Context: an optimization exercise on an open-source flow, tuned for small area. The choices shown serve that exercise and are no tape-out recipe.
Where RTL was checked, it was by simulation tests only, not by an equivalence proof against the original.
No functional check of the RTL was part of run 4.
Power and IR drop assume default switching activity.

$ cat flow/design.v
module mnt_fxu (
    input  wire        clk,
    input  wire        rst,       
    input  wire        req,
    input  wire        we,
    input  wire [5:0]  addr,      
    input  wire [31:0] wdata,
    output wire        ready,
    output wire [31:0] rdata
);
    localparam [31:0] ID_VALUE = 32'h4D4E5431;
    reg [31:0] regs [0:15];
    reg [4:0]  ph;
    reg        run;
    reg [2:0]  pc;
    reg        ill, lipend;
    reg [3:0]  lird;
    reg [31:0] T, U, ACC;
    reg        cx, c, sa, sb, nz, guard, sticky, hb, rs;
    reg        tq;            
    reg        bq;            
    reg        m_mul, m_div;  
    reg [4:0]  L;
    wire [5:0]  op = wdata[31:26];
    wire [3:0]  rd = wdata[25:22];
    wire [3:0]  ra = wdata[21:18];
    wire [3:0]  rb = wdata[17:14];
    wire [4:0]  k  = wdata[4:0];
    wire fmt_rrr = (op >= 6'h01 && op <= 6'h07) || op == 6'h0A;
    wire fmt_rrs = (op == 6'h08) || (op == 6'h09);
    wire fmt_rr  = (op == 6'h0B) || (op == 6'h0C) || (op >= 6'h10 && op <= 6'h17);
    wire fmt_ri  = (op == 6'h30);
    reg legal;
    always @(*) begin
        if (fmt_rrr)      legal = (wdata[13:0] == 14'd0);
        else if (fmt_rrs) legal = (wdata[17:5] == 13'd0);
        else if (fmt_rr)  legal = (wdata[17:0] == 18'd0);
        else if (fmt_ri)  legal = (wdata[21:0] == 22'd0);
        else              legal = 1'b0;
    end
    wire is_reg  = addr[5:4] == 2'b10;
    wire is_cmd  = we && addr == 6'h03;
    wire k_rd    = !we;
    wire k_wrr   = we && is_reg;
    wire k_li    = is_cmd && lipend;
    wire k_cmd   = is_cmd && !lipend && legal && !fmt_ri;
    wire k_long  = k_rd || k_wrr || k_li || k_cmd;
    wire imm     = req && !k_long;
    wire o_mul   = op == 6'h05 || op == 6'h06;
    wire o_div   = op == 6'h07;
    wire o_tof   = op == 6'h17;
    wire o_fromf = op == 6'h13;
    wire md      = o_mul || o_div;
    wire o_simple = fmt_rrr && !md;
    wire [2:0] last = k_rd ? 3'd1 : (k_wrr || k_li) ? 3'd0 :
                      md ? 3'd4 : 3'd1;
    wire p_load  = run && k_cmd && (md ? pc == 3'd1 : pc == 3'd0);
    wire p_loadu = run && k_cmd && pc == 3'd0;
    wire p_out   = run && k_cmd && pc == last;
    wire p_shout = run && k_cmd && o_mul && pc == 3'd3;
    wire p_copy  = run && k_cmd && o_div && pc == 3'd3;
    wire p_wr    = run && pc == 3'd0 && (k_wrr || k_li);
    wire s_md    = run && pc == 3'd2;
    wire s_mul   = s_md && m_mul;
    wire s_div   = s_md && m_div;
    wire ph0  = ph == 5'd0;
    wire ph31 = ph == 5'd31;
    assign ready = imm || (run && (k_rd ? (pc == 3'd1) : (ph31 && pc == last)));
    wire [3:0] idx_x = k_rd ? addr[3:0] :
                       (run && pc == 3'd0 && fmt_rrr) ? rb :
                       (run && pc == 3'd3) ? rd : ra;
    wire       x = regs[idx_x][0];
    wire negx = ((o_div && pc == 3'd1) || (o_tof && pc == 3'd0)) && sa;
    wire xn   = x ^ (negx && cx);
    wire [7:0] fe = U[30:23];
    reg  [5:0] dd;
    always @(*) begin
        case (op)
            6'h03, 6'h04:             dd = 6'h36;            
            6'h08:                    dd = -{1'b0, k};
            6'h09:                    dd = {1'b0, k};
            6'h10, 6'h11, 6'h12:      dd = 6'h36;            
            6'h14, 6'h15, 6'h16:      dd = 6'd10;
            6'h13:                    dd = 6'd12 - fe[5:0];   
            6'h17:                    dd = {1'b0, L} - 6'd23;
            default:                  dd = 6'd0;
        endcase
    end
    wire       rev  = md && pc != 3'd0;
    wire [4:0] base = rev ? {~ph[3:0], 1'b0} : 5'd0;
    wire [4:0] off  = !rev ? dd[4:0] :
                      (pc == 3'd4 || (pc == 3'd3 && ph31)) ?
                          ((op == 6'h05) ? 5'd22 : o_div ? 5'd1 : 5'd0) : 5'd0;
    wire [4:0] sel  = base + off;
    wire       tp   = T[sel];
    wire [6:0] j    = {2'b00, ph} + {dd[5], dd};
    wire       jneg = j[6];
    wire       jbig = !j[6] && j[5];
    wire sub   = op == 6'h02 || op == 6'h04;
    wire fill  = (op == 6'h09 || op == 6'h14 || op == 6'h15) ? sa : 1'b0;
    wire v_sh  = jneg ? 1'b0 : jbig ? fill : tp;
    reg  win;
    always @(*) begin
        case (op)
            6'h0B:   win = ph >= 5'd10;
            6'h0C:   win = ph <  5'd10;
            6'h12:   win = ph >= 5'd10 && ph <= 5'd17;
            6'h16:   win = ph <= 5'd7;
            default: win = 1'b1;
        endcase
    end
    wire f_fnz  = |U[22:0];
    wire f_zero = (fe == 8'hFF && f_fnz) || fe <= 8'd116;
    wire f_sat  = fe >= 8'd148;
    wire v_ff   = jneg ? 1'b0 : (j <= 7'd22) ? tp : (j == 7'd23);
    wire       up    = guard && (sticky || v_sh);
    wire [7:0] e8    = {3'd0, L} + 8'd117;
    wire       ebit  = e8[ph[2:0] + 3'd1];
    reg  a_bit, inv, c0, use_x;
    always @(*) begin
        a_bit = v_sh & win;
        inv   = 1'b0;
        c0    = 1'b0;
        use_x = 1'b0;
        if (o_simple) begin
            if (op == 6'h0A) a_bit = x & tp;
            else begin
                a_bit = v_sh;
                inv   = sub;
                c0    = sub;
                use_x = 1'b1;
            end
        end else if (o_mul) begin
            a_bit = (op == 6'h05 && ph > 5'd21) ? hb : tq;
        end else if (o_div) begin
            a_bit = tq;
            inv   = sa ^ sb;
            c0    = sa ^ sb;
        end else if (o_fromf) begin
            a_bit = v_ff;
            inv   = sa;
            c0    = sa;
        end else if (o_tof) begin
            a_bit = (ph <= 5'd22) ? v_sh : ebit;
            c0    = up;
        end
    end
    wire sa_in = a_bit ^ inv;
    wire sb_in = use_x & x;
    wire s_cin = ph0 ? c0 : c;
    wire c_nx  = (sa_in & sb_in) | (sa_in & s_cin) | (sb_in & s_cin);
    wire o     = (((o_div || o_tof) && !nz) || (o_fromf && f_zero)) ? 1'b0 :
                 (o_fromf && f_sat) ? (ph31 ? sa : !sa) :
                 (o_tof && ph31) ? sa : (sa_in ^ sb_in ^ s_cin);
    wire        bsub = s_div && (bq ^ sb);
    wire        ben  = s_div || (s_mul && tq);
    wire        ain  = s_div && tq;
    wire [31:0] aa   = {ACC[30:0], ain};
    wire [31:0] bb   = (U & {32{ben}}) ^ {32{bsub}};
    wire [31:0] sum;
    wire [32:0] cy;
    assign cy[0] = bsub;
    genvar gi;
    generate for (gi = 0; gi < 32; gi = gi + 1) begin : rca
        assign sum[gi]  = aa[gi] ^ bb[gi] ^ cy[gi];
        assign cy[gi+1] = (aa[gi] & bb[gi]) | (aa[gi] & cy[gi]) | (bb[gi] & cy[gi]);
    end endgenerate
    wire       wr   = p_wr || p_out || s_div;
    wire [3:0] widx = k_wrr ? addr[3:0] : k_li ? lird : rd;
    wire       wbit = p_wr ? wdata[ph] : s_div ? bq : o;
    integer r;
    always @(posedge clk) begin
        for (r = 0; r < 16; r = r + 1)
            regs[r] <= {(wr && widx == r) ? wbit : regs[r][0], regs[r][31:1]};
    end
    wire [31:0] id_v = ID_VALUE;
    reg t_in;
    always @(*) begin
        if (run && k_rd)  t_in = is_reg ? x : (addr == 6'h00) ? id_v[ph] :
                                 (addr == 6'h02) && ((ph == 5'd1 && ill) || (ph == 5'd4 && lipend));
        else if (p_load)  t_in = xn;
        else if (p_shout) t_in = ACC[31];
        else if (p_copy)  t_in = ph0 ? bq : x;
        else              t_in = T[0];
    end
    always @(posedge clk) begin
        T   <= {t_in, T[31:1]};
        ACC <= sum;
        if (p_loadu) U <= {o_tof ? xn : x, U[31:1]};
        cx <= ph31 ? 1'b0 : (cx | x);
        c  <= c_nx;
        tq <= !ph31 ? tp : (p_shout && op == 6'h06) ? ACC[31] : (p_load && md) ? xn : tp;
        bq <= !sum[31];
        m_mul <= o_mul;
        m_div <= o_div;
        if (p_out && ph == 5'd21) hb <= tq;
    end
    always @(posedge clk) begin
        if (rst) begin
            ph     <= 5'd0;
            run    <= 1'b0;
            pc     <= 3'd0;
            ill    <= 1'b0;
            lipend <= 1'b0;
            lird   <= 4'd0;
        end else begin
            ph <= ph + 5'd1;
            if (!run) begin
                if (req && k_long && ph31) begin
                    run <= 1'b1;
                    pc  <= 3'd0;
                end
                if (imm && we) begin
                    if (addr == 6'h02) begin
                        if (wdata[1]) ill <= 1'b0;
                    end else if (addr == 6'h03) begin
                        if (!legal) ill <= 1'b1;
                        else if (fmt_ri) begin
                            lipend <= 1'b1;
                            lird   <= rd;
                        end
                    end
                end
            end else if (ready) begin
                run <= 1'b0;
                if (k_li) lipend <= 1'b0;
            end else if (ph31) begin
                pc <= pc + 3'd1;
            end
        end
    end
    always @(posedge clk) begin
        if (!run && ph31) begin
            sa     <= x;
            nz     <= 1'b0;
            guard  <= 1'b0;
            sticky <= 1'b0;
            rs     <= 1'b0;
        end else begin
            if (p_loadu && ph31) sb <= x;
            if (p_loadu && o_tof && ph >= 5'd25) rs <= rs | T[7];
            if (p_loadu && (o_tof ? xn : x)) begin
                nz     <= 1'b1;
                L      <= ph;
                guard  <= ph >= 5'd24 && T[8];
                sticky <= ph >= 5'd25 && (rs || T[7]);
            end
        end
    end
    assign rdata = T;
endmodule
$ cat flow/flow/run.sh
#!/bin/bash
# Standard ORFS layout, with small port buffers and a clock tree without dummy loads.
set -euo pipefail
export BUFFER_PORTS_ARGS="-buffer_cell sky130_fd_sc_hd__buf_1"
export CTS_ARGS="-sink_clustering_enable -repair_clock_nets -dont_use_dummy_load -sink_clustering_size 16 -sink_clustering_max_diameter 50 -buf_list sky130_fd_sc_hd__clkbuf_8"
bash standard.sh > standard_flow.log 2>&1
$ cat flow/standard.sh
#!/bin/bash
# synth_recipe.tcl (not shown) runs the flow's synth.tcl, then flattens the netlist and writes it again
# the make line also repeats each setting of config.mk as NAME=value (left out here)
make -C /OpenROAD-flow-scripts/flow DESIGN_CONFIG=/design/flow/config.mk WORK_HOME=/design/flow/orfs CLKGATE_MAP_FILE= SYNTH_SCRIPT=/design/flow/synth_recipe.tcl "${@:-finish}"
$ cat flow/config.mk
export PLATFORM = sky130hd
export DESIGN_NAME = mnt_fxu
export DESIGN_NICKNAME = mnt_fxu
export VERILOG_FILES = /design/flow/design.v
export SDC_FILE = /design/flow/constraint.sdc
export NUM_CORES = 4
export LEC_CHECK = 0
export CAP_MARGIN = 20
export CORE_MARGIN = 2
export CORE_UTILIZATION = 40
export SLEW_MARGIN = 20
$ cat flow/constraint.sdc
create_clock -name core_clock -period 14.0 [get_ports {clk}]
set_input_delay 2.8000 -clock core_clock [delete_from_list [all_inputs] [get_ports {clk}]]
set_output_delay 2.8000 -clock core_clock [all_outputs]
set_load 0.01 [all_outputs]
==> summary.md, run 1 <==
| Metric | Value |
|---|---|
| Power per Cell Area | `137 nW/um^2` |
| CTS tree | `yes` |
| Max stage delay on crit path | `0.42 ns` |
| Final Net Count | `1617` |
| Top post-synthesis cells by area | `dfxtp_1, edfxtp_1, fa_1` |
| CP required | `14.46 ns` |
| Least-Margin Pin Slew | `~0.99 ns` |
| Final Skew | `roughly 0.066 ns` |
| Hold buffers post-CTS | `0` |
| Drt first pass iters | `5` |
| Min setup slack post-route | `~0.53 ns` |
| PortBufs | `74` |
| Post-layout util | `43.9%` |
| Critical path peak fanout | `15` |
| Reg-to-Reg Start | `pc[0]` |
| Chip width | `around 220 um` |
| Cell mode on critical path | `fa_1` |
| Hold Worst Slack | `0.284 ns` |
| All-Layer GR Usage | `between 10% and 20%` |
| Synth warn | `2` |
| Die Y | `about 220 um` |
| IO Count | `75` |
| Post-Synthesis Cells | `1424` |
| Status | `finished clean` |
| Register area share after synthesis | `about 71%` |
| Synth area leader | `dfxtp_1` |
| Critical Path Start Type | `flip-flop` |
| Vias | `between 10000 and 15000` |
| Vias/cell | `roughly 4.8` |
| Number of CTS-inserted buffers | `51` |
| Drt wl/cell | `15.5 um` |
| Worst vdd ir | `around 110 uV` |
| Reg-to-Reg End | `ACC[31]` |
| Clock root cell | `clkbuf_8` |
| First-pass GRT wire length | `roughly 54 mm` |
| H-tree depth | `2` |
| DR iter-0 viols | `551` |
| Synth top area share | `roughly 65%` |
| Setup CP Type | `reg -> reg` |
| Number of global-route vias before repair | `a little over 10000` |
| Setup TNS | `0 ns` |
| Critical path endpoint category | `flip-flop` |
| # setup viols final | `0` |
| Relative slew slack | `33.8%` |
| Top-count cell post-synth | `dfxtp_1` |
| Most used flip-flop cell after synthesis | `dfxtp_1` |
| Proportion of layout cells with a drive suffix above 1 | `8.10%` |
| HP Class | `reg -> reg` |
| Cell area after synthesis | `18600 sq um` |
| Layout area overhead | `8.99%` |
| R2r setup slk | `0.53 ns` |
| Final wirelength | `33.0 mm` |
| Clk latency of the worst-skew pair | `0.61 ns` |
| Antenna violations before repair | `0` |
| Gp weighted congestion | `0.866` |
| Register bit total from synthesis | `641` |
| Clk sinks | `641` |
| Fillers | `4284` |
| Max-slew violations | `0` |
| Pin count of the biggest net entering global routing | `36` |
| Final HPWL DP | `22.3 mm` |
| Placement Rows | `79` |
| Core ar. | `46300 sq um` |
| Clock buffer depth | `3` |
| Synth cell count leaders | `dfxtp_1, nor2_1, inv_1` |
| Crit path DAT | `13.94 ns` |
| Final min period | `13.47 ns` |
| Die footprint | `48400 sq um` |
| RSZ-0062 raised after global routing | `no` |
| Max-cap violation count | `0` |
| Final ANT Viol Nets | `0` |
| Diode count | `0` |
| Worst reg2reg path depth | `between 40 and 50` |
| Post-synth ARST share | `0%` |
| Hold Vio Cnt, Final | `0` |
| Remaining DRCs | `0` |
| Min-Delay Endpoint | `regs[1][12]` |
| Clock Pin Slew Worst Setup and Hold Paths | `roughly 0.10 ns` |
| Final worst-path cycle share | `between 90% and 100%` |
| Initial Util | `around two fifths` |
| Cells on Worst Hold Path | `0` |
| Remaining Overflow, GRT | `0` |
| HP Start | `regs[1][13]` |
| Mapped Nets | `1521` |
| Static Leak | `7.78 nW` |
| CP max-delay cell | `fa_1` |
| Max Freq | `~74 MHz` |
| EDFF count, synth | `40` |
| Cell variety after synth | `slightly above 80` |
| Post-Syn Area per Cell | `13.1 sq um` |
| Dpl ws | `roughly 0.21 ns` |
-- cells in the final DEF (no fill, tap or decap), types with 11 or more instances in the layout --
cell,count
dfxtp_1,600
nor2_1,94
inv_1,93
buf_1,74
a21oi_1,64
clkbuf_8,51
nand2_1,42
edfxtp_1,40
fa_1,31
mux2i_1,27
nand3_1,25
mux2_2,23
o21ai_0,23
nor3_1,21
ha_1,21
o211ai_1,15
nand2b_1,15
nor4_1,15
buf_4,14
xnor2_1,13
nor2b_1,12
and3_1,11
xor2_1,11
-- final cells by class --
type | instances | area (sq um) | share of cell area (%)
clock buffer | 51 | 702 | 3.45
inverter | 94 | 353 | 1.74
multi-input combinational | 644 | 4890 | 24.1
sequential | 641 | 13200 | 65.1
tap | 607 | 759 | 3.74
timing repair buffer | 88 | 383 | 1.88
-- per-layer routing --
metal,vias to the layer above,GRT usage (%),routed length [um]
met5,-,0,0
met4,0,4.94,854
met3,66,2.73,1520
met2,190,21.7,14600
met1,4915,19.1,16100
li1,4985,-,-
-- report_power, final --
group          internal [W]  switching (W)  total, W
Sequential          0.00184     0.00000106   0.00184
Clock              0.000325       0.000518  0.000844
Combinational     0.0000373      0.0000666  0.000104
Total               0.00220       0.000586   0.00279
-- per-stage QoR --
stage	instances	total power [W]	instance area, sq um
finish	2125	0.00279	20300
detailed placement	2074	0.00199	19600
CTS	2125	0.00283	20300
global placement	2074	0.00199	19600
floorplan	1424	0.00196	18600
global route	2125	0.00290	20300
-- kinds of logic (layout without fill, tap and decap cells) --
| group | Yosys count | after routing | synth area share (%) |
|---|---|---|---|
| flip-flops | 641 | 641 | 71.0 |
| adder cells (fa/ha/maj) | 55 | 55 | 5.02 |
| XOR/XNOR | 24 | 24 | 1.13 |
| buffers and inverters | 139 | 233 | 2.95 |
| AND/OR/NAND/NOR | 294 | 294 | 8.19 |
| multiplexers | 61 | 61 | 4.11 |
| AO/OA/AOI/OAI | 210 | 210 | 7.64 |
-- registers in the layout, indices dropped and copies added (netlist names), 3 cells and up --
register / cells
regs: 512
ACC: 32
T: 32
U: 32
L: 5
ph: 5
lird: 4
pc: 3
-- critical path, delay by kind of cell, from the launching register on --
family | cells | cell delay (ns)
simple gates | 2 | 0.27
fa+ha+maj | 31 | 11.60
buf+inv | 4 | 0.39
xor+xnor | 3 | 0.52
flops | 1 | 0.38
compound gates | 1 | 0.17
-- worst max-delay path by stage --
stage                     cells after the start  start       to
after CTS                                    40  pc[2]  ACC[31]
after global placement                       40  pc[2]  ACC[31]
after detailed placement                     40  pc[2]  ACC[31]
after global routing                         41  pc[0]  ACC[31]
after floorplan                              43    run  ACC[31]
final                                        41  pc[0]  ACC[31]
-- what timing repair did --
item | CTS | global route
gates resized for setup | 0 | 12
setup endpoints to repair | 0 | 2
buffers inserted | 0 | 0
==> inputs of run 2 (changes only) <==
--- a/flow/config.mk
+++ b/flow/config.mk
@@ -6,6 +6,6 @@
 export NUM_CORES = 4
 export LEC_CHECK = 0
 export CAP_MARGIN = 20
-export CORE_MARGIN = 2
-export CORE_UTILIZATION = 40
+export CORE_AREA = 2 2 221.07 221.07
+export DIE_AREA = 0 0 223.07 223.07
 export SLEW_MARGIN = 20
==> run 2 against run 1 <==
Effect of this change:
- hold slack worse by 0.014 ns
- register-to-register slack better by 0.02 ns
- via count up 0.68%
- setup slack improved by 0.021 ns
- largest cell class unchanged
- largest power group unchanged
==> summary.md, run 2 <==
| Metric | Value |
|---|---|
| Setup CP Type | `reg -> reg` |
| # setup viols final | `0` |
| FF+latch area | `between 10000 and 15000 sq um` |
| Setup TNS | `0 ns` |
| Top post-synthesis cells by area | `dfxtp_1, edfxtp_1, fa_1` |
| Synth warn | `2` |
| Die footprint | `49800 sq um` |
| Largest Register | `regs` |
| Final wirelength | `32.4 mm` |
| Clock Pin Slew Worst Setup and Hold Paths | `0.10 ns` |
| PortBufs | `74` |
| CP max-delay cell | `fa_1` |
| Initial Util | `39.2%` |
| Commonest cells after routing, fill and taps aside | `dfxtp_1, nor2_1, inv_1, buf_1, a21oi_1` |
| Clk sinks | `641` |
| Vias | `10200` |
| Critical path endpoint category | `flip-flop` |
| Post-Syn Area per Cell | `13.1 sq um` |
| Max stage delay on crit path | `0.41 ns` |
| Final HPWL DP | `21.8 mm` |
| Least-Margin Pin Slew | `approximately 1.1 ns` |
| Post-synth ARST share | `0%` |
| HP Start | `regs[8][21]` |
| Synth cell count leaders | `dfxtp_1, nor2_1, inv_1` |
| Power per Cell Area | `137 nW/um^2` |
| Synth top area share | `64.5%` |
| Remaining Overflow, GRT | `0` |
| Chip width | `roughly 220 um` |
| Post_cts resized | `0` |
| Max-slew violations | `0` |
| Most common cell after layout, fill and taps aside | `dfxtp_1` |
| All-Layer GR Usage | `13.3%` |
| Clk latency of the worst-skew pair | `0.61 ns` |
| Cell mode on critical path | `fa_1` |
| Final ANT Viol Nets | `0` |
| Relative slew slack | `29.8%` |
| Hold buffers post-CTS | `0` |
| Max Freq | `74.3 MHz` |
| Gp weighted congestion | `just under 0.9` |
| Final Net Count | `between 1500 and 2000` |
| Antenna violations before repair | `0` |
| Clock buffer depth | `3` |
| Register area share after synthesis | `a little under three quarters` |
| R2r setup slk | `0.55 ns` |
| IO Count | `75` |
| Hold Vio Cnt, Final | `0` |
| Synth area leader | `dfxtp_1` |
| Reg-to-Reg End | `ACC[31]` |
| Fillers | `between 4000 and 5000` |
| Vias/cell | `4.79` |
| Cells on Worst Hold Path | `0` |
| HP Class | `reg -> reg` |
| Top-count cell post-synth | `dfxtp_1` |
| Placement Rows | `80` |
| Clock root cell | `clkbuf_8` |
| Min-Delay Endpoint | `regs[8][20]` |
| CTS tree | `yes` |
| Post-Synthesis Cells | `1424` |
| Max FFs per register | `512` |
| Reg-to-Reg Start | `pc[0]` |
| Static Leak | `7.79 nW` |
| Core ar. | `47500 sq um` |
| Number of CTS-inserted buffers | `51` |
| Number of global-route vias before repair | `10300` |
| Register bit total from synthesis | `around 640` |
| Proportion of layout cells with a drive suffix above 1 | `8.10%` |
| EDFF count, synth | `40` |
| RSZ-0062 raised after global routing | `no` |
| Fin cells | `roughly 2100` |
| Final Skew | `~0.06 ns` |
| Layout area overhead | `9.09%` |
| Inst Count DP | `2082` |
| Die Y | `223 um` |
| Cell area after synthesis | `18600 sq um` |
| Drt first pass iters | `5` |
| Critical Path Start Type | `flip-flop` |
| Diode count | `0` |
| Crit path DAT | `about 14 ns` |
| H-tree depth | `2` |
| Mapped Nets | `1521` |
| CP required | `between 10 and 15 ns` |
| DR iter-0 viols | `a little under 600` |
| Status | `finished clean` |
| Remaining DRCs | `0` |
| Drt wl/cell | `15.2 um` |
| Final min period | `13.45 ns` |
| Pin count of the biggest net entering global routing | `36` |
| Most used flip-flop cell after synthesis | `dfxtp_1` |
| Max-cap violation count | `0` |
| Final worst-path cycle share | `96.1%` |
| Worst vdd ir | `99.4 uV` |
| Critical path peak fanout | `31` |
| Multi-input gate area | `just under 5000 sq um` |
| Cell variety after synth | `83` |
| Worst reg2reg path depth | `41` |
| Post-CTS setup buffer count | `0` |
| First-pass GRT wire length | `53.5 mm` |
## run 2: per-stage QoR
stage / power [W] / setup WS (ns) / cell area (sq um) / hold WS (ns) / utilization (%)
after detailed placement: 0.00199 / 0.244 / 19600 / 0.312 / 41.2
after floorplan: 0.00196 / 0.498 / 18600 / 0.310 / -
after global placement: 0.00199 / 0.354 / 19600 / 0.310 / 41.2
after CTS: 0.00283 / 0.245 / 20300 / 0.270 / 42.7
final: 0.00279 / 0.546 / 20300 / 0.270 / 42.8
after global routing: 0.00291 / 0.00775 / 20300 / 0.276 / 42.8
## run 2: final cells by class
type | instances | share of cell area [%]
clock buffer | 51 | 3.45
inverter | 94 | 1.73
multi-input combinational | 644 | 24.0
sequential | 641 | 65.1
tap | 615 | 3.78
timing repair buffer | 88 | 1.94
## run 2: worst max-delay path: cells and delay by family (launching register included)
family / cells / cell delay, ns
flops: 1 / 0.34
fa+ha+maj: 31 / 11.67
simple gates: 2 / 0.34
buf+inv: 4 / 0.39
compound gates: 1 / 0.15
xor+xnor: 3 / 0.52
## run 2: worst max-delay path by stage
stage	depth (start not counted)	end	start	slack [ns]
final	41	ACC[31]	pc[0]	0.55
after global routing	41	ACC[31]	pc[0]	0.008
after CTS	40	ACC[31]	pc[2]	0.25
after detailed placement	40	ACC[31]	pc[2]	0.24
after global placement	40	ACC[31]	pc[2]	0.35
after floorplan	43	ACC[31]	run	0.50
## run 2: where the power goes
group | internal [W] | leakage (nW) | total (W) | switching [W]
clock network | 0.000325 | 0.367 | 0.000841 | 0.000517
logic | 0.0000370 | 2.22 | 0.000103 | 0.0000655
registers | 0.00184 | 5.20 | 0.00184 | 0.00000107
total | 0.00220 | 7.79 | 0.00279 | 0.000583
## run 2: kinds of logic (layout without fill, tap and decap cells)
kind of cell	Yosys count	in the layout	share of synthesized area, %
buffers and inverters	139	233	2.95
and+or+nand+nor	294	294	8.19
DFF	641	641	71.0
adders and majority gates	55	55	5.02
xor gates and xnor gates	24	24	1.13
muxes	61	61	4.11
AOI/OAI and AO/OA	210	210	7.64
## run 2: routing by layer
layer	global-route usage (%)	routed length (um)	vias to the layer above
li1	-	-	4987
met1	18.7	15700	4901
met2	20.2	14000	256
met3	2.53	1610	81
met4	5.50	1140	0
met5	0	0	-
==> inputs of run 3 (changes only) <==
--- a/flow/config.mk
+++ b/flow/config.mk
@@ -6,6 +6,6 @@
 export NUM_CORES = 4
 export LEC_CHECK = 0
 export CAP_MARGIN = 20
-export CORE_AREA = 2 2 221.07 221.07
-export DIE_AREA = 0 0 223.07 223.07
+export CORE_MARGIN = 2
+export CORE_UTILIZATION = 45
 export SLEW_MARGIN = 20
==> run 3 against run 2 <==
Effect of this change:
- hold slack better by 0.0015 ns
- critical path depth unchanged
- design area down 0.63%
- synthesized cell count unchanged
- still clean on timing, DRC and antenna
- combinational power about the same
- die area down 13%
- core utilization up 6.7 points
==> summary.md, run 3 <==
| Metric | Value |
|---|---|
| Crit path DAT | `approximately 14 ns` |
| Clk network pwr share | `30.0%` |
| Diode count | `0` |
| Multi-input gate area | `4880 sq um` |
| Most used flip-flop cell after synthesis | `dfxtp_1` |
| Final Skew | `approximately 0.077 ns` |
| Final wirelength | `between 30 and 40 mm` |
| Die footprint | `around 43000 sq um` |
| First-pass GRT wire length | `52.9 mm` |
| Final worst-path cycle share | `95.7%` |
| Post-CTS setup buffer count | `0` |
| Top-count cell post-synth | `dfxtp_1` |
| Register bit total from synthesis | `641` |
| Die Y | `around 210 um` |
| # setup viols final | `0` |
| Critical path endpoint category | `flip-flop` |
| Max FFs per register | `between 500 and 600` |
| FF+latch area | `between 10000 and 15000 sq um` |
| PortBufs | `74` |
| Placement Rows | `74` |
| Setup CP Type | `reg -> reg` |
| Clk latency of the worst-skew pair | `just over 0.6 ns` |
| Core ar. | `40800 sq um` |
| Gp weighted congestion | `0.887` |
| Synth top area share | `64.5%` |
| Sequential Power Share | `66.3%` |
| Commonest cells after routing, fill and taps aside | `dfxtp_1, nor2_1, inv_1, buf_1, a21oi_1` |
| Power per Cell Area | `138 nW/um^2` |
| Dpl ws | `between 0.2 and 0.25 ns` |
| DR iter-0 viols | `659` |
| RSZ-0062 raised after global routing | `no` |
| Cell area after synthesis | `18600 sq um` |
| Drt first pass iters | `5` |
| Post-synth ARST share | `0%` |
| Critical path peak fanout | `31` |
| Comb power frac | `3.7%` |
| Antenna violations before repair | `0` |
| Least-Margin Pin Slew | `1.14 ns` |
| Clock root cell | `clkbuf_8` |
| Hold Vio Cnt, Final | `0` |
| GRT busiest layer | `met2` |
| Cell variety after synth | `83` |
| Pin count of the biggest net entering global routing | `36` |
| Initial Util | `45.7%` |
| Max-slew violations | `0` |
| Max-cap violation count | `0` |
| Vias | `~10000` |
| CP max-delay cell | `fa_1` |
| Max stage delay on crit path | `0.42 ns` |
| Synth warn | `2` |
| Final Net Count | `1616` |
| Status | `finished clean` |
| Synth cell count leaders | `dfxtp_1, nor2_1, inv_1` |
| Met1 Resource Use GR | `21.0%` |
| Switching pwr | `~0.00058 W` |
| Post-Synthesis Cells | `between 1000 and 1500` |
| Hold buffers post-CTS | `0` |
| Layout area overhead | `8.40%` |
| Clk sinks | `641` |
| Final Instance Area | `20200 sq um` |
| Setup TNS | `0 ns` |
| Relative slew slack | `22.6%` |
| Max Freq | `74.6 MHz` |
| Internal | `roughly 0.0022 W` |
| Mapped Nets | `1521` |
| Synth area leader | `dfxtp_1` |
| CTS tree | `yes` |
| Drt wl/cell | `15.8 um` |
| Met3 GRT Util | `2.89%` |
| Dpl cell area | `around 19000 sq um` |
| Critical Path Start Type | `flip-flop` |
| Chip width | `208 um` |
| Clock Pin Slew Worst Setup and Hold Paths | `0.10 ns` |
| Number of CTS-inserted buffers | `50` |
| Most common cell after layout, fill and taps aside | `dfxtp_1` |
| Static Leak | `7.78 nW` |
| Post_cts resized | `0` |
| Remaining DRCs | `0` |
| IO Count | `75` |
| H-tree depth | `2` |
| Final min period | `approximately 13 ns` |
| Largest Register | `regs` |
| Final HPWL DP | `roughly 22 mm` |
| Top post-synthesis cells by area | `dfxtp_1, edfxtp_1, fa_1` |
| Remaining Overflow, GRT | `0` |
| Number of global-route vias before repair | `10100` |
| Min setup slack post-route | `0.601 ns` |
| Proportion of layout cells with a drive suffix above 1 | `under 10%` |
| HP Class | `reg -> reg` |
| Final ANT Viol Nets | `0` |
| Cell mode on critical path | `fa_1` |
| Worst vdd ir | `99.0 uV` |
| Clock buffer depth | `3` |
| Hold Worst Slack | `0.272 ns` |
| EDFF count, synth | `40` |
| All-Layer GR Usage | `15.0%` |
| Fillers | `roughly 3600` |
| CP required | `14.49 ns` |
| Post-Syn Area per Cell | `13.1 sq um` |
| Post-layout util | `49.5%` |
| Register area share after synthesis | `between 70% and 80%` |
| Global Route met2 Usage | `23.2%` |
| Vias/cell | `between 4 and 5` |
| Sw Ratio | `20.9%` |
run 3: metal layers:
layer | wire [um] | part of all wire, %
met2 | 14400 | 45
met1 | 15500 | 48
met5 | 0 | 0
met3 | 1440 | 4.5
met4 | 1020 | 3.2
run 3: cells by family (layout without fill, tap and decap cells):
group / Yosys count / in the layout / synth area share, %
AOI/OAI and AO/OA: 210 / 210 / 7.64
and+or+nand+nor: 294 / 294 / 8.19
buffers and inverters: 139 / 232 / 2.95
xor gates and xnor gates: 24 / 24 / 1.13
muxes: 61 / 61 / 4.11
DFF: 641 / 641 / 71.0
adders and majority gates: 55 / 55 / 5.02
run 3: path summary, 6_finish.rpt:
check / start / to / slack (ns) / cells past startpoint
setup / recovery: pc[0] / ACC[31] / 0.60 / 41
hold / removal: regs[7][21] / regs[7][20] / 0.27 / 0
setup reg to reg: pc[0] / ACC[31] / 0.60 / 41
hold reg to reg: regs[7][21] / regs[7][20] / 0.27 / 0
run 3: metrics by stage:
step	instances	power, W
2_1_floorplan	1424	0.00196
3_3_place_gp	1999	0.00199
3_5_place_dp	1999	0.00199
4_1_cts	2049	0.00282
5_1_grt	2049	0.00290
6_report	2049	0.00278
run 3: worst max-delay path, delay by kind of cell (launching register included):
kind	cells	cell delay [ns]
adder cells (fa/ha/maj)	31	11.51
XOR/XNOR	3	0.52
buffers and inverters	4	0.38
flip-flops	1	0.37
AND/OR/NAND/NOR	2	0.34
AO/OA/AOI/OAI	1	0.17
run 3: layout make-up:
class | count | area share, %
tap | 532 | 3.29
timing repair buffer | 88 | 1.93
sequential | 641 | 65.5
clock buffer | 50 | 3.40
multi-input combinational | 644 | 24.1
inverter | 94 | 1.75
run 3: power groups by stage:
stage          clock, W  combinational, W  sequential, W
4_1_cts        0.000871          0.000103        0.00184
6_report       0.000834          0.000103        0.00184
3_3_place_gp          0          0.000101        0.00189
3_5_place_dp          0          0.000102        0.00189
5_1_grt        0.000943          0.000113        0.00184
2_1_floorplan         0         0.0000697        0.00189
==> inputs of run 4 (changes only) <==
--- a/flow/design.v
+++ b/flow/design.v
@@ -112,7 +112,6 @@
     wire f_fnz  = |U[22:0];
     wire f_zero = (fe == 8'hFF && f_fnz) || fe <= 8'd116;
     wire f_sat  = fe >= 8'd148;
-    wire v_ff   = jneg ? 1'b0 : (j <= 7'd22) ? tp : (j == 7'd23);
     wire       up    = guard && (sticky || v_sh);
     wire [7:0] e8    = {3'd0, L} + 8'd117;
     wire       ebit  = e8[ph[2:0] + 3'd1];
@@ -137,7 +136,7 @@
             inv   = sa ^ sb;
             c0    = sa ^ sb;
         end else if (o_fromf) begin
-            a_bit = v_ff;
+            a_bit = v_sh;
             inv   = sa;
             c0    = sa;
         end else if (o_tof) begin
@@ -178,7 +177,7 @@
     always @(*) begin
         if (run && k_rd)  t_in = is_reg ? x : (addr == 6'h00) ? id_v[ph] :
                                  (addr == 6'h02) && ((ph == 5'd1 && ill) || (ph == 5'd4 && lipend));
-        else if (p_load)  t_in = xn;
+        else if (p_load)  t_in = (o_fromf && ph > 5'd22) ? ph == 5'd23 : xn;   
         else if (p_shout) t_in = ACC[31];
         else if (p_copy)  t_in = ph0 ? bq : x;
         else              t_in = T[0];
==> run 4 against run 3 <==
Effect of this change:
- clock skew grew 0.035 ns
- clock power decreased by 1%
- global-route usage up 0.35 points
- critical endpoint unchanged
- largest power group unchanged
==> summary.md, run 4 <==
| Metric | Value |
|---|---|
| Status | `finished clean` |
| Min setup slack post-route | `between 0.5 and 0.6 ns` |
| Pin count of the biggest net entering global routing | `34` |
| Final Skew | `0.112 ns` |
| Main combinational cell family by area after synthesis | `simple AND/OR/NAND/NOR gates` |
| Cell variety after synth | `83` |
| Post-Synthesis Cells | `between 1000 and 1500` |
| Multi-input gate area | `4720 sq um` |
| Clk latency of the worst-skew pair | `0.62 ns` |
| Post-Syn Area per Cell | `between 10 and 15 sq um` |
| Multiplexer area fraction after synthesis | `between 5 and 6%` |
| First-pass GRT wire length | `51.6 mm` |
| IO Count | `75` |
| Die Y | `approximately 210 um` |
| Max stage delay on crit path | `0.42 ns` |
| Post-layout util | `between 40% and 50%` |
| Core ar. | `40600 sq um` |
| Least-Margin Pin Slew | `1.00 ns` |
| Final ANT Viol Nets | `0` |
| Die footprint | `~43000 sq um` |
| FF+latch area | `~13000 sq um` |
| Setup CP Type | `reg -> reg` |
| Chip width | `206 um` |
| HP Class | `reg -> reg` |
| Number of CTS-inserted buffers | `50` |
| Power per Cell Area | `138 nW/um^2` |
| Remaining Overflow, GRT | `0` |
| Post-Synth Simple-Gate Area | `7.80%` |
| Proportion of layout cells with a drive suffix above 1 | `under 10%` |
| Clk sinks | `641` |
| Register bit total from synthesis | `641` |
| Top-count cell post-synth | `dfxtp_1` |
| Compound-Gate Fraction of Synth Area | `6.31%` |
| Relative slew slack | `33.2%` |
| Post-synth ARST share | `0%` |
| Sequential Power Share | `between 60% and 70%` |
| Initial Util | `45.4%` |
| Critical path endpoint category | `flip-flop` |
| Max-cap violation count | `0` |
| Critical Path Start Type | `flip-flop` |
| Synth cell count leaders | `dfxtp_1, inv_1, nor2_1` |
| Top post-synthesis cells by area | `dfxtp_1, edfxtp_1, fa_1` |
| Hold Vio Cnt, Final | `0` |
| Internal | `0.00219 W` |
| Gp weighted congestion | `roughly 0.85` |
| Largest Register | `regs` |
| CP required | `between 10 and 15 ns` |
| All-Layer GR Usage | `15.4%` |
| Adder-cell share of the synthesized area | `4.83%` |
| Layout area overhead | `8.45%` |
| Clock Pin Slew Worst Setup and Hold Paths | `0.09 ns` |
| Clk network pwr share | `30.0%` |
| Clock buffer depth | `3` |
| Max Freq | `between 70 and 80 MHz` |
| Cell mode on critical path | `fa_1` |
| Final wirelength | `around 32 mm` |
| Drt first pass iters | `5` |
| CTS tree | `yes` |
| Static Leak | `roughly 7.7 nW` |
| PortBufs | `74` |
| Final min period | `13.48 ns` |
| Commonest cells after routing, fill and taps aside | `dfxtp_1, inv_1, nor2_1, buf_1, nand2_1` |
| Vias | `9775` |
| Synth warn | `2` |
| CP max-delay cell | `fa_1` |
| Dpl ws | `0.261 ns` |
| Setup TNS | `0 ns` |
| Antenna violations before repair | `3` |
| Number of global-route vias before repair | `9909` |
| Vias/cell | `4.86` |
| Switching pwr | `0.000565 W` |
| Mapped Nets | `between 1000 and 1500` |
| DR iter-0 viols | `between 800 and 900` |
| Comb power frac | `3.2%` |
| Clock root cell | `clkbuf_8` |
| # setup viols final | `0` |
| Sw Ratio | `about a fifth` |
| Critical path peak fanout | `17` |
| Cell area after synthesis | `18400 sq um` |
| EDFF count, synth | `40` |
| Most common cell after layout, fill and taps aside | `dfxtp_1` |
| Fillers | `3582` |
| Final HPWL DP | `21.5 mm` |
| Remaining DRCs | `0` |
| Placement Rows | `74` |
| Max-slew violations | `0` |
| Hold buffers post-CTS | `0` |
| Drt wl/cell | `15.8 um` |
| Synth top area share | `between 60% and 70%` |
| Hold Worst Slack | `about 0.3 ns` |
| Most used flip-flop cell after synthesis | `dfxtp_1` |
| H-tree depth | `2` |
| Synth Area in XOR/XNOR | `1.28%` |
| Crit path DAT | `13.97 ns` |
| RSZ-0062 raised after global routing | `no` |
| Register area share after synthesis | `between 70% and 80%` |
| Final worst-path cycle share | `96.3%` |
| Final Net Count | `1574` |
| Worst vdd ir | `113 uV` |
| Max FFs per register | `512` |
| Synth area leader | `dfxtp_1` |
==> run 4: cells by family after synthesis <==
group / count (synthesis)
buf+inv: 129
flops: 641
fa+ha+maj: 52
xor+xnor: 26
compound gates: 180
mux: 71
simple gates: 285
==> run 4: timing repair <==
action,CTS,global route
setup buffers,0,0
endpoints found under the setup margin,0,2
resized for setup,0,10
==> run 4: layer usage <==
metal | wire length [um] | up-vias | global-route usage, % | part of all wire (%)
met3 | 1750 | 78 | 3.37 | 5.5
met4 | 965 | 0 | 6.10 | 3.0
met5 | 0 | - | 0 | 0
li1 | - | 4813 | - | -
met2 | 13800 | 219 | 23.2 | 43
met1 | 15400 | 4665 | 21.6 | 48
==> run 4: area by class of cell <==
cell class	instances	area share (%)
flip-flops and latches	641	66.2
repair buffers	85	1.80
inverters	88	1.65
well taps	532	3.33
clock buffers	50	3.44
diodes	2	0.0250
multi-input cells	614	23.6
==> run 4: worst paths after layout <==
check               endpoint        from  slack (ns)  depth (start not counted)
setup / recovery     ACC[31]       pc[0]        0.52                         41
hold / removal    regs[1][4]  regs[1][5]        0.29                          0
setup reg to reg     ACC[31]       pc[0]        0.52                         41
hold reg to reg   regs[1][4]  regs[1][5]        0.29                          0
==> run 4: power by group through the flow <==
| stage | logic, W | registers (W) | clock network, W |
|---|---|---|---|
| floorplan | 0.0000598 | 0.00188 | 0 |
| global placement | 0.0000872 | 0.00188 | 0 |
| detailed placement | 0.0000885 | 0.00188 | 0 |
| CTS | 0.0000889 | 0.00184 | 0.000862 |
| global route | 0.0000970 | 0.00184 | 0.000933 |
| finish | 0.0000892 | 0.00184 | 0.000826 |
==> run 4: metrics by stage <==
stage	cells	cell area, sq um	power [W]
floorplan	1384	18400	0.00194
global placement	1960	19300	0.00197
detailed placement	1960	19300	0.00197
CTS	2010	20000	0.00279
global route	2010	20000	0.00287
finish	2012	20000	0.00276
==> run 4: critical path: cells and delay by family (launching register included) <==
kind / cells / cell delay, ns
compound gates: 1 / 0.18
xor+xnor: 3 / 0.51
fa+ha+maj: 31 / 11.57
buf+inv: 4 / 0.42
flops: 1 / 0.37
simple gates: 2 / 0.32
==> inputs of run 5 (changes only) <==
--- a/flow/design.v
+++ b/flow/design.v
@@ -15,8 +15,8 @@
     reg [2:0]  pc;
     reg        ill, lipend;
     reg [3:0]  lird;
-    reg [31:0] T, U, ACC;
-    reg        cx, c, sa, sb, nz, guard, sticky, hb, rs;
+    reg [31:0] T, U;
+    reg        cx, c, sa, sb, nz, guard, sticky, rs;
     reg        tq;            
     reg        bq;            
     reg        m_mul, m_div;  
@@ -53,22 +53,22 @@
     wire md      = o_mul || o_div;
     wire o_simple = fmt_rrr && !md;
     wire [2:0] last = k_rd ? 3'd1 : (k_wrr || k_li) ? 3'd0 :
-                      md ? 3'd4 : 3'd1;
+                      o_div ? 3'd5 : o_mul ? 3'd4 : 3'd1;
     wire p_load  = run && k_cmd && (md ? pc == 3'd1 : pc == 3'd0);
     wire p_loadu = run && k_cmd && pc == 3'd0;
     wire p_out   = run && k_cmd && pc == last;
-    wire p_shout = run && k_cmd && o_mul && pc == 3'd3;
-    wire p_copy  = run && k_cmd && o_div && pc == 3'd3;
+    wire p_copy  = run && k_cmd && o_div && pc == 3'd4;
     wire p_wr    = run && pc == 3'd0 && (k_wrr || k_li);
-    wire s_md    = run && pc == 3'd2;
-    wire s_mul   = s_md && m_mul;
-    wire s_div   = s_md && m_div;
+    wire s_rev   = run && (m_mul || m_div) && pc == 3'd2;
+    wire s_mul   = run && m_mul && pc == 3'd3;
+    wire s_div   = run && m_div && pc == 3'd3;
+    wire s_acc   = s_rev || s_mul || s_div;
     wire ph0  = ph == 5'd0;
     wire ph31 = ph == 5'd31;
     assign ready = imm || (run && (k_rd ? (pc == 3'd1) : (ph31 && pc == last)));
     wire [3:0] idx_x = k_rd ? addr[3:0] :
                        (run && pc == 3'd0 && fmt_rrr) ? rb :
-                       (run && pc == 3'd3) ? rd : ra;
+                       (run && md && pc >= 3'd2) ? rd : ra;
     wire       x = regs[idx_x][0];
     wire negx = ((o_div && pc == 3'd1) || (o_tof && pc == 3'd0)) && sa;
     wire xn   = x ^ (negx && cx);
@@ -80,24 +80,21 @@
             6'h08:                    dd = -{1'b0, k};
             6'h09:                    dd = {1'b0, k};
             6'h10, 6'h11, 6'h12:      dd = 6'h36;            
-            6'h14, 6'h15, 6'h16:      dd = 6'd10;
+            6'h14, 6'h15, 6'h16, 6'h05: dd = 6'd10;
             6'h13:                    dd = 6'd12 - fe[5:0];   
             6'h17:                    dd = {1'b0, L} - 6'd23;
             default:                  dd = 6'd0;
         endcase
     end
-    wire       rev  = md && pc != 3'd0;
-    wire [4:0] base = rev ? {~ph[3:0], 1'b0} : 5'd0;
-    wire [4:0] off  = !rev ? dd[4:0] :
-                      (pc == 3'd4 || (pc == 3'd3 && ph31)) ?
-                          ((op == 6'h05) ? 5'd22 : o_div ? 5'd1 : 5'd0) : 5'd0;
-    wire [4:0] sel  = base + off;
+    wire       rev  = o_div && pc >= 3'd4;
+    wire [4:0] sel  = rev ? {~ph[3:0], 1'b1} : dd[4:0];
     wire       tp   = T[sel];
     wire [6:0] j    = {2'b00, ph} + {dd[5], dd};
     wire       jneg = j[6];
     wire       jbig = !j[6] && j[5];
     wire sub   = op == 6'h02 || op == 6'h04;
-    wire fill  = (op == 6'h09 || op == 6'h14 || op == 6'h15) ? sa : 1'b0;
+    wire fill  = (op == 6'h09 || op == 6'h14 || op == 6'h15) ? sa :
+                 (op == 6'h05) ? guard : 1'b0;
     wire v_sh  = jneg ? 1'b0 : jbig ? fill : tp;
     reg  win;
     always @(*) begin
@@ -129,8 +126,6 @@
                 c0    = sub;
                 use_x = 1'b1;
             end
-        end else if (o_mul) begin
-            a_bit = (op == 6'h05 && ph > 5'd21) ? hb : tq;
         end else if (o_div) begin
             a_bit = tq;
             inv   = sa ^ sb;
@@ -154,7 +149,7 @@
     wire        bsub = s_div && (bq ^ sb);
     wire        ben  = s_div || (s_mul && tq);
     wire        ain  = s_div && tq;
-    wire [31:0] aa   = {ACC[30:0], ain};
+    wire [31:0] aa   = {T[30:0], ain};
     wire [31:0] bb   = (U & {32{ben}}) ^ {32{bsub}};
     wire [31:0] sum;
     wire [32:0] cy;
@@ -164,9 +159,9 @@
         assign sum[gi]  = aa[gi] ^ bb[gi] ^ cy[gi];
         assign cy[gi+1] = (aa[gi] & bb[gi]) | (aa[gi] & cy[gi]) | (bb[gi] & cy[gi]);
     end endgenerate
-    wire       wr   = p_wr || p_out || s_div;
+    wire       wr   = p_wr || p_out || s_rev || s_div;
     wire [3:0] widx = k_wrr ? addr[3:0] : k_li ? lird : rd;
-    wire       wbit = p_wr ? wdata[ph] : s_div ? bq : o;
+    wire       wbit = p_wr ? wdata[ph] : s_rev ? T[30] : s_div ? bq : o;
     integer r;
     always @(posedge clk) begin
         for (r = 0; r < 16; r = r + 1)
@@ -178,21 +173,18 @@
         if (run && k_rd)  t_in = is_reg ? x : (addr == 6'h00) ? id_v[ph] :
                                  (addr == 6'h02) && ((ph == 5'd1 && ill) || (ph == 5'd4 && lipend));
         else if (p_load)  t_in = (o_fromf && ph > 5'd22) ? ph == 5'd23 : xn;   
-        else if (p_shout) t_in = ACC[31];
         else if (p_copy)  t_in = ph0 ? bq : x;
         else              t_in = T[0];
     end
     always @(posedge clk) begin
-        T   <= {t_in, T[31:1]};
-        ACC <= sum;
+        T   <= s_acc ? sum : {t_in, T[31:1]};
         if (p_loadu) U <= {o_tof ? xn : x, U[31:1]};
         cx <= ph31 ? 1'b0 : (cx | x);
         c  <= c_nx;
-        tq <= !ph31 ? tp : (p_shout && op == 6'h06) ? ACC[31] : (p_load && md) ? xn : tp;
+        tq <= (s_rev && ph31) ? guard : (s_rev || s_mul || s_div) ? x : tp;
         bq <= !sum[31];
         m_mul <= o_mul;
         m_div <= o_div;
-        if (p_out && ph == 5'd21) hb <= tq;
     end
     always @(posedge clk) begin
         if (rst) begin
@@ -238,6 +230,7 @@
         end else begin
             if (p_loadu && ph31) sb <= x;
             if (p_loadu && o_tof && ph >= 5'd25) rs <= rs | T[7];
+            if ((s_rev || (p_out && o_mul)) && ph0) guard <= T[31];
             if (p_loadu && (o_tof ? xn : x)) begin
                 nz     <= 1'b1;
                 L      <= ph;
==> flow/flow/run.sh (replaced) <==
#!/bin/bash
# Standard ORFS layout, with small port buffers and a clock tree without dummy loads.
set -euo pipefail
export BUFFER_PORTS_ARGS="-buffer_cell sky130_fd_sc_hd__buf_1"
export CTS_ARGS="-sink_clustering_enable -repair_clock_nets -dont_use_dummy_load -sink_clustering_size 18 -sink_clustering_max_diameter 45 -buf_list sky130_fd_sc_hd__clkbuf_8"
bash standard.sh > standard_flow.log 2>&1
--- a/flow/config.mk
+++ b/flow/config.mk
@@ -7,5 +7,5 @@
 export LEC_CHECK = 0
 export CAP_MARGIN = 20
 export CORE_MARGIN = 2
-export CORE_UTILIZATION = 45
+export CORE_UTILIZATION = 50
 export SLEW_MARGIN = 20
==> run 5 against run 4 <==
Effect of this change:
- still clean on timing, DRC and antenna
- routed wire length about the same
- sequential cell count decreased by 33
- total power is 3.8% lower
- first-iteration DRC count decreased by 40%
- register-to-register slack got worse by 0.13 ns
- setup slack got worse by 0.13 ns
==> summary.md, run 5 <==
| Metric | Value |
|---|---|
| H-tree depth | `2` |
| Cell mode on critical path | `fa_1` |
| Max Freq | `roughly 73 MHz` |
| Hold Worst Slack | `0.295 ns` |
| Worst vdd ir | `107 uV` |
| First-pass GRT wire length | `51.1 mm` |
| Cell variety after synth | `82` |
| DR iter-0 viols | `486` |
| Largest Register | `regs` |
| Max stage delay on crit path | `0.42 ns` |
| RSZ-0062 raised after global routing | `no` |
| Static Leak | `7.21 nW` |
| Top-count cell post-synth | `dfxtp_1` |
| Clock buffer depth | `3` |
| Synth warn | `2` |
| Register area share after synthesis | `69.8%` |
| Max-cap violation count | `0` |
| EDFF count, synth | `39` |
| Layout area overhead | `8.23%` |
| Least-Margin Pin Slew | `1.03 ns` |
| Drt first pass iters | `5` |
| Multi-input gate area | `~5000 sq um` |
| Final Net Count | `1599` |
| Critical Path Start Type | `flip-flop` |
| Top Registers | `regs (512), T (32), U (32)` |
| Power per Cell Area | `between 100 and 150 nW/um^2` |
| Final wirelength | `31.8 mm` |
| Fillers | `3043` |
| Synth cell count leaders | `dfxtp_1, nor2_1, nand2_1` |
| Final Skew | `0.118 ns` |
| Chip width | `194 um` |
| Register bit total from synthesis | `608` |
| Clock root cell | `clkbuf_8` |
| Gp weighted congestion | `0.864` |
| Final ANT Viol Nets | `0` |
| # setup viols final | `0` |
| Antenna violations before repair | `4` |
| Drt wl/cell | `16.2 um` |
| Proportion of layout cells with a drive suffix above 1 | `8.37%` |
| Remaining Overflow, GRT | `0` |
| Met3 WL | `1.56 mm` |
| Most common cell after layout, fill and taps aside | `dfxtp_1` |
| Die Y | `between 150 and 200 um` |
| CP max-delay cell | `fa_1` |
| Final min period | `13.61 ns` |
| Metal-1 WL | `15.0 mm` |
| Post-Syn Area per Cell | `~13 sq um` |
| Pin count of the biggest net entering global routing | `64` |
| Number of CTS-inserted buffers | `50` |
| Mapped Nets | `1511` |
| Hold Vio Cnt, Final | `0` |
| Number of global-route vias before repair | `9604` |
| Core ar. | `35500 sq um` |
| Initial Util | `between 50% and 60%` |
| DR top layer | `met5` |
| Synth top area share | `63.3%` |
| Remaining DRCs | `0` |
| All-Layer GR Usage | `between 15 and 20%` |
| Critical path peak fanout | `3` |
| Clk sinks | `608` |
| Crit path DAT | `14.03 ns` |
| Met2 routed WL | `between 10 and 15 mm` |
| Vias | `9960` |
| Post-synth ARST share | `0%` |
| Post-Synthesis Cells | `1420` |
| FF+latch area | `between 10000 and 15000 sq um` |
| Clock Pin Slew Worst Setup and Hold Paths | `around 0.10 ns` |
| Top post-synthesis cells by area | `dfxtp_1, edfxtp_1, fa_1` |
| Relative slew slack | `31.2%` |
| Placement Rows | `approximately 70` |
| Final worst-path cycle share | `a little over nine tenths` |
| Synth area leader | `dfxtp_1` |
| IO Count | `75` |
| Max-slew violations | `0` |
| Status | `finished clean` |
| CP required | `14.42 ns` |
| PortBufs | `74` |
| Cell area after synthesis | `18000 sq um` |
| Vias/cell | `5.06` |
| Commonest cells after routing, fill and taps aside | `dfxtp_1, nor2_1, nand2_1, buf_1, a21oi_1` |
| Setup TNS | `0 ns` |
| Clk latency of the worst-skew pair | `about 0.65 ns` |
| Critical path endpoint category | `flip-flop` |
| HP Class | `reg -> reg` |
| CTS tree | `yes` |
| Max FFs per register | `512` |
| Die footprint | `37500 sq um` |
| Most used flip-flop cell after synthesis | `dfxtp_1` |
| R2r setup slk | `0.39 ns` |
| Setup CP Type | `reg -> reg` |
| Final HPWL DP | `21.8 mm` |
==> run 5: cell type report <==
class                      instances  area share, %
sequential                       608           64.5
multi-input combinational        700           25.8
clock buffer                      50           3.53
tap                              461           2.96
timing repair buffer              89           2.02
inverter                          59           1.14
antenna                            2         0.0257
==> run 5: logic make-up (layout without fill, tap and decap cells) <==
kind of cell / Yosys count / count (layout) / synth area share, %
AOI/OAI and AO/OA: 211 / 211 / 7.81
xor gates and xnor gates: 54 / 54 / 2.67
adders and majority gates: 49 / 49 / 4.70
buffers and inverters: 112 / 198 / 2.43
DFF: 608 / 608 / 69.8
muxes: 49 / 49 / 3.50
other: 0 / 2 / 0
and+or+nand+nor: 337 / 337 / 9.09
==> run 5: final timing paths <==
kind,from,to,depth (start not counted)
max,pc[0],T[31],39
min,regs[9][16],regs[9][15],0
max reg2reg,pc[0],T[31],39
min reg2reg,regs[9][16],regs[9][15],0
==> run 5: metal layers <==
layer	vias up	track usage (%)
met5	-	0
met4	4	6.19
met3	49	3.70
met2	186	26.6
met1	4779	23.6
li1	4942	-
==> run 5: worst max-delay path: cells and delay by family (launching register included) <==
kind                       cells  cell delay [ns]
AOI/OAI and AO/OA              1             0.11
xor gates and xnor gates       4             0.69
adders and majority gates     32            11.90
DFF                            1             0.33
and+or+nand+nor                2             0.34
==> run 5: repair_timing <==
action                     4_1_cts  5_1_grt
buffers inserted                 0        1
hold buffers                     0        0
hold endpoints to repair         0        0
resized for setup                0        9
setup endpoints to repair        0        2
==> run 5: per-stage QoR <==
step	setup WS (ns)	utilization, %	cells	power, W	cell area [sq um]
after global placement	0.287	52.8	1916	0.00188	18700
after CTS	0.135	54.8	1966	0.00269	19400
after floorplan	0.0351	-	1420	0.00185	18000
after detailed placement	0.212	52.8	1916	0.00188	18700
after global routing	0.00699	54.9	1968	0.00276	19500
final	0.394	54.9	1969	0.00265	19500
==> run 5: report_power, final <==
group | internal, W | leakage [nW] | switching [W]
Combinational | 0.0000364 | 1.91 | 0.0000592
Sequential | 0.00175 | 4.93 | 0.00000402
Clock | 0.000318 | 0.360 | 0.000488
==> inputs of run 6 (changes only) <==
==> flow/flow/run.sh (replaced) <==
#!/bin/bash
# Standard ORFS layout, with small port buffers and a clock tree without dummy loads.
set -euo pipefail
export BUFFER_PORTS_ARGS="-buffer_cell sky130_fd_sc_hd__buf_1"
export CTS_ARGS='-sink_clustering_enable -repair_clock_nets -dont_use_dummy_load -sink_clustering_size 10 -sink_clustering_max_diameter 35 -buf_list sky130_fd_sc_hd__clkbuf_4'
bash standard.sh > standard_flow.log 2>&1
--- a/flow/config.mk
+++ b/flow/config.mk
@@ -7,5 +7,5 @@
 export LEC_CHECK = 0
 export CAP_MARGIN = 20
 export CORE_MARGIN = 2
-export CORE_UTILIZATION = 50
+export CORE_UTILIZATION = 45
 export SLEW_MARGIN = 20
==> run 6 against run 5 <==
Effect of this change:
- global-route usage up 0.21 points
- critical path depth unchanged
- clock power down 1%
- cell count up 5.7%
- die area up 11%
- synthesized cell count unchanged
- via count up 3.3%
- register-to-register slack better by 0.08 ns
- highest routed layer unchanged
==> summary.md, run 6 <==
| Metric | Value |
|---|---|
| Register bit total from synthesis | `608` |
| Number of CTS-inserted buffers | `89` |
| Post-Synthesis Cells | `approximately 1400` |
| CTS tree | `yes` |
| Least-Margin Pin Slew | `1.04 ns` |
| Clock Pin Slew Worst Setup and Hold Paths | `0.10 ns` |
| Static Leak | `7.25 nW` |
| Clk latency of the worst-skew pair | `around 0.79 ns` |
| Crit path DAT | `roughly 14 ns` |
| Sw Ratio | `21.5%` |
| Final worst-path cycle share | `between 90 and 100%` |
| Vias | `10300` |
| Most used flip-flop cell after synthesis | `dfxtp_1` |
| Max stage delay on crit path | `0.42 ns` |
| Sequential Power Share | `66.3%` |
| Clock buffer depth | `3` |
| Hold buffers post-CTS | `0` |
| Gp weighted congestion | `0.870` |
| Placement Rows | `73` |
| Max FFs per register | `just over 500` |
| Synth top area share | `63.3%` |
| Synth cell count leaders | `dfxtp_1, nor2_1, nand2_1` |
| Top Registers | `regs (512), T (32), U (32)` |
| Drt wl/cell | `16.7 um` |
| Bufs and invs on worst path | `0` |
| Max Freq | `~74 MHz` |
| Worst vdd ir | `90.2 uV` |
| # setup viols final | `0` |
| Met1 Resource Use GR | `24.0%` |
| Post-CTS setup buffer count | `0` |
| Max-cap violation count | `0` |
| Cell area after synthesis | `18000 sq um` |
| RSZ-0062 raised after global routing | `no` |
| Global Route met2 Usage | `about a quarter` |
| Max-slew violations | `0` |
| Switching pwr | `approximately 0.00057 W` |
| Clk network pwr share | `between 30% and 40%` |
| First-pass GRT wire length | `around 55 mm` |
| Top-count cell post-synth | `dfxtp_1` |
| Synth Area in XOR/XNOR | `2.67%` |
| Multiplexer area fraction after synthesis | `3.50%` |
| Cell variety after synth | `just over 80` |
| Critical path endpoint category | `flip-flop` |
| Mapped Nets | `1511` |
| Die footprint | `about 42000 sq um` |
| Comb power frac | `3.6%` |
| Final Instance Area | `19600 sq um` |
| Most common cell after layout, fill and taps aside | `dfxtp_1` |
| All-Layer GR Usage | `17.3%` |
| Clock root cell | `clkbuf_4` |
| EDFF count, synth | `39` |
| Antenna violations before repair | `15` |
| Die Y | `204 um` |
| Critical Path Start Type | `flip-flop` |
| Layout area overhead | `8.74%` |
| Inst Count DP | `1981` |
| Relative slew slack | `31.0%` |
| Hold Vio Cnt, Final | `0` |
| Core ar. | `39600 sq um` |
| Dpl cell area | `18800 sq um` |
| Post-Syn Area per Cell | `12.7 sq um` |
| Fin cells | `2081` |
| Largest Register | `regs` |
| Total power | `0.00264 W` |
| Register area share after synthesis | `roughly 70%` |
| Main combinational cell family by area after synthesis | `simple AND/OR/NAND/NOR gates` |
| Chip width | `204 um` |
| Final wirelength | `between 30 and 40 mm` |
| CP max-delay cell | `fa_1` |
| CP required | `approximately 15 ns` |
| Adder-cell share of the synthesized area | `4.70%` |
| Synth warn | `2` |
| GRT busiest layer | `met2` |
| H-tree depth | `3` |
| Proportion of layout cells with a drive suffix above 1 | `11.0%` |
| Final HPWL DP | `23.9 mm` |
| Internal | `0.00207 W` |
| Final Skew | `0.0820 ns` |
| Final Net Count | `1638` |
| DR iter-0 viols | `781` |
| Setup CP Type | `reg -> reg` |
| Post-synth ARST share | `0%` |
| Number of global-route vias before repair | `10100` |
| Compound-Gate Fraction of Synth Area | `7.81%` |
| Critical path peak fanout | `4` |
| Final min period | `between 10 and 15 ns` |
| Pin count of the biggest net entering global routing | `64` |
| Drt first pass iters | `5` |
| Clk sinks | `just over 600` |
| Top post-synthesis cells by area | `dfxtp_1, edfxtp_1, fa_1` |
| Delay-heaviest family, CP | `adder cells` |
| Final ANT Viol Nets | `0` |
| Commonest cells after routing, fill and taps aside | `dfxtp_1, nor2_1, nand2_1, clkbuf_4, buf_1` |
| PortBufs | `74` |
| Power per Cell Area | `approximately 130 nW/um^2` |
| Met3 GRT Util | `5.82%` |
| HP Class | `reg -> reg` |
| Remaining DRCs | `0` |
| Status | `finished clean` |
| Initial Util | `45.4%` |
| Post-Synth Simple-Gate Area | `just over 9%` |
| IO Count | `75` |
| Remaining Overflow, GRT | `0` |
| Synth area leader | `dfxtp_1` |
| Cell mode on critical path | `fa_1` |
| Vias/cell | `4.95` |
[run 6: cell counts after synthesis]
No cell type changed its count.
[run 6: through the flow]
stage | util, % | worst slack (ns) | hold slack [ns] | TNS (ns)
after CTS | 49.2 | 0.0467 | 0.244 | 0
after floorplan | - | 0.0351 | 0.310 | 0
after global placement | 47.5 | 0.172 | 0.310 | 0
after global routing | 49.4 | 0.0259 | 0.235 | 0
after detailed placement | 47.5 | -0.0791 | 0.312 | -0.0791
final | 49.4 | 0.470 | 0.238 | 0
[run 6: timing repair]
| item | CTS | global route |
|---|---|---|
| gates resized for setup | 4 | 9 |
| setup endpoints to repair | 1 | 2 |
| pin swaps | 3 | 2 |
| hold endpoints to repair | 0 | 0 |
[run 6: logic make-up after synthesis]
| logic type | Yosys count |
|---|---|
| DFF | 608 |
| and+or+nand+nor | 337 |
| xor gates and xnor gates | 54 |
| adders and majority gates | 49 |
| AOI/OAI and AO/OA | 211 |
| buffers and inverters | 112 |
| muxes | 49 |
[run 6: layer usage]
layer,vias to the layer above,wire length [um]
met5,-,70
met4,12,906
met3,83,2570
met2,277,14900
met1,4872,16300
li1,5048,-
[run 6: final timing paths]
path,start,endpoint,slack [ns],depth (start not counted)
max,pc[0],T[31],0.47,39
min,regs[3][14],regs[3][13],0.24,0
max reg2reg,pc[0],T[31],0.47,39
min reg2reg,regs[3][14],regs[3][13],0.24,0
[run 6: cell type report]
cell class | count | area [sq um]
fillers | 3600 | 20100
repair buffers | 89 | 390
diodes | 11 | 27.5
clock buffers | 89 | 668
inverters | 59 | 221
well taps | 525 | 657
flip-flops and latches | 608 | 12600
multi-input cells | 700 | 5040
[run 6: power by group through the flow]
stage                     Sequential (W)  Combinational (W)  Clock (W)
after CTS                        0.00175          0.0000952   0.000840
after global placement           0.00179          0.0000947          0
after global routing             0.00175           0.000106   0.000911
after detailed placement         0.00179          0.0000947          0
after floorplan                  0.00179          0.0000674          0
final                            0.00175          0.0000959   0.000795
==> inputs of run 7 (changes only) <==
==> flow/flow/run.sh (replaced) <==
#!/bin/bash
# Standard ORFS layout, with small port buffers and a clock tree without dummy loads.
set -euo pipefail
export BUFFER_PORTS_ARGS="-buffer_cell sky130_fd_sc_hd__buf_1"
export CTS_ARGS="-sink_clustering_enable -repair_clock_nets -dont_use_dummy_load -sink_clustering_size 16 -sink_clustering_max_diameter 50 -buf_list sky130_fd_sc_hd__clkbuf_8"
bash standard.sh > standard_flow.log 2>&1
==> run 7 against run 6 <==
Effect of this change:
- area after synthesis is the same
- sequential share of layout area fell by 0.078 points
- clock power rose by 3.0%
- critical path type unchanged
- sequential cell count unchanged
- cell count fell by 2.0%
- total power grew 0.90%
- synthesized cell count is the same
==> summary.md, run 7 <==
| Metric | Value |
|---|---|
| Status | `finished clean` |
| Total power | `roughly 0.0027 W` |
| Remaining Overflow, GRT | `0` |
| # setup viols final | `0` |
| Top post-synthesis cells by area | `dfxtp_1, edfxtp_1, fa_1` |
| Drt first pass iters | `6` |
| Commonest cells after routing, fill and taps aside | `dfxtp_1, nor2_1, nand2_1, buf_1, a21oi_1` |
| Final HPWL DP | `23.9 mm` |
| Adder-cell share of the synthesized area | `4.70%` |
| Top-count cell post-synth | `dfxtp_1` |
| Clk latency of the worst-skew pair | `0.62 ns` |
| Power per Cell Area | `136 nW/um^2` |
| Cell area after synthesis | `18000 sq um` |
| IO Count | `75` |
| Main combinational cell family by area after synthesis | `simple AND/OR/NAND/NOR gates` |
| Register bit total from synthesis | `608` |
| Most common cell after layout, fill and taps aside | `dfxtp_1` |
| Largest Register | `regs` |
| Die Y | `between 200 and 250 um` |
| Static Leak | `7.21 nW` |
| Layout area overhead | `8.87%` |
| Clock buffer depth | `3` |
| Placement Rows | `73` |
| Final ANT Viol Nets | `0` |
| Least-Margin Pin Slew | `1.05 ns` |
| First-pass GRT wire length | `54.5 mm` |
| Vias/cell | `4.94` |
| Clock Pin Slew Worst Setup and Hold Paths | `0.09 ns` |
| Post-CTS setup buffer count | `0` |
| Critical path peak fanout | `4` |
| Fin cells | `between 2000 and 2500` |
| Synth warn | `2` |
| Antenna violations before repair | `15` |
| Final wirelength | `34.4 mm` |
| CP max-delay cell | `fa_1` |
| Initial Util | `between 40% and 50%` |
| Relative slew slack | `30.0%` |
| Bufs and invs on worst path | `0` |
| EDFF count, synth | `39` |
| Dpl ws | `-0.0791 ns` |
| Gp weighted congestion | `0.870` |
| Critical Path Start Type | `flip-flop` |
| Max Freq | `73.9 MHz` |
| Delay-heaviest family, CP | `adder cells` |
| Drt wl/cell | `16.9 um` |
| Chip width | `204 um` |
| Cell variety after synth | `82` |
| Number of CTS-inserted buffers | `51` |
| Top Registers | `regs (512), T (32), U (32)` |
| DR iter-0 viols | `785` |
| CTS tree | `yes` |
| Fillers | `3552` |
| Crit path DAT | `13.98 ns` |
| Worst vdd ir | `around 120 uV` |
| Final Skew | `approximately 0.074 ns` |
| Hold Vio Cnt, Final | `0` |
| CP required | `14.46 ns` |
| Number of global-route vias before repair | `9816` |
| Final worst-path cycle share | `96.6%` |
| Synth area leader | `dfxtp_1` |
| Post-Syn Area per Cell | `12.7 sq um` |
| Final Net Count | `1600` |
| HP Class | `reg -> reg` |
| Compound-Gate Fraction of Synth Area | `7.81%` |
| Inst Count DP | `about 2000` |
| Synth Area in XOR/XNOR | `2.67%` |
| Core ar. | `39600 sq um` |
| Cell mode on critical path | `fa_1` |
| All-Layer GR Usage | `17.0%` |
| Max FFs per register | `512` |
| H-tree depth | `2` |
-- run 7: cell counts after synthesis --
Identical to the previous run, type by type.
-- run 7: metrics by stage --
| stage | area (sq um) | setup TNS, ns |
|---|---|---|
| 2_1_floorplan | 18000 | 0 |
| 3_3_place_gp | 18800 | 0 |
| 3_5_place_dp | 18800 | -0.0791 |
| 4_1_cts | 19500 | 0 |
| 5_1_grt | 19600 | 0 |
| 6_report | 19600 | 0 |
-- run 7: worst reg2reg max path, delay by kind of cell (launching register included) --
| family | cells | cell delay, ns |
|---|---|---|
| compound gates | 1 | 0.10 |
| xor+xnor | 4 | 0.73 |
| fa+ha+maj | 32 | 11.81 |
| flops | 1 | 0.32 |
| simple gates | 2 | 0.37 |
-- run 7: logic make-up after synthesis --
family          after synthesis
compound gates              211
xor+xnor                     54
fa+ha+maj                    49
buf+inv                     112
flops                       608
mux                          49
simple gates                337
-- run 7: final timing paths --
kind | startpoint | to | slack [ns] | cells after the start
max | pc[0] | T[31] | 0.48 | 39
min | regs[6][2] | regs[6][1] | 0.27 | 0
max reg2reg | pc[0] | T[31] | 0.48 | 39
min reg2reg | regs[6][2] | regs[6][1] | 0.27 | 0
-- run 7: power by group --
| part | switching, W | internal, W | total, W |
|---|---|---|---|
| clock network | 0.000495 | 0.000325 | 0.000819 |
| logic | 0.0000596 | 0.0000364 | 0.0000960 |
| registers | 0.00000405 | 0.00175 | 0.00175 |
| total | 0.000558 | 0.00211 | 0.00267 |
-- run 7: timing repair --
action | in CTS | in global routing
gates resized for setup | 2 | 11
hold buffers | 0 | 0
pin swaps | 1 | 1
endpoints found under the hold margin | 0 | 0
endpoints found under the setup margin | 1 | 2
-- run 7: layer usage --
| metal | share of wire (%) | global-route usage, % | vias to the layer above | wire (um) |
|---|---|---|---|---|
| met5 | 0.27 | 0 | - | 94 |
| met4 | 2.7 | 5.36 | 14 | 926 |
| met3 | 7.2 | 5.50 | 78 | 2470 |
| met2 | 42 | 24.4 | 267 | 14500 |
| met1 | 48 | 24.2 | 4769 | 16400 |
| li1 | - | - | 4948 | - |
-- run 7: area by class of cell --
type / count / area, sq um / share of cell area [%]
antenna: 7 / 17.5 / 0.0894
sequential: 608 / 12600 / 64.1
timing repair buffer: 89 / 390 / 1.99
clock buffer: 51 / 702 / 3.58
multi-input combinational: 700 / 5040 / 25.7
tap: 525 / 657 / 3.35
inverter: 59 / 221 / 1.13
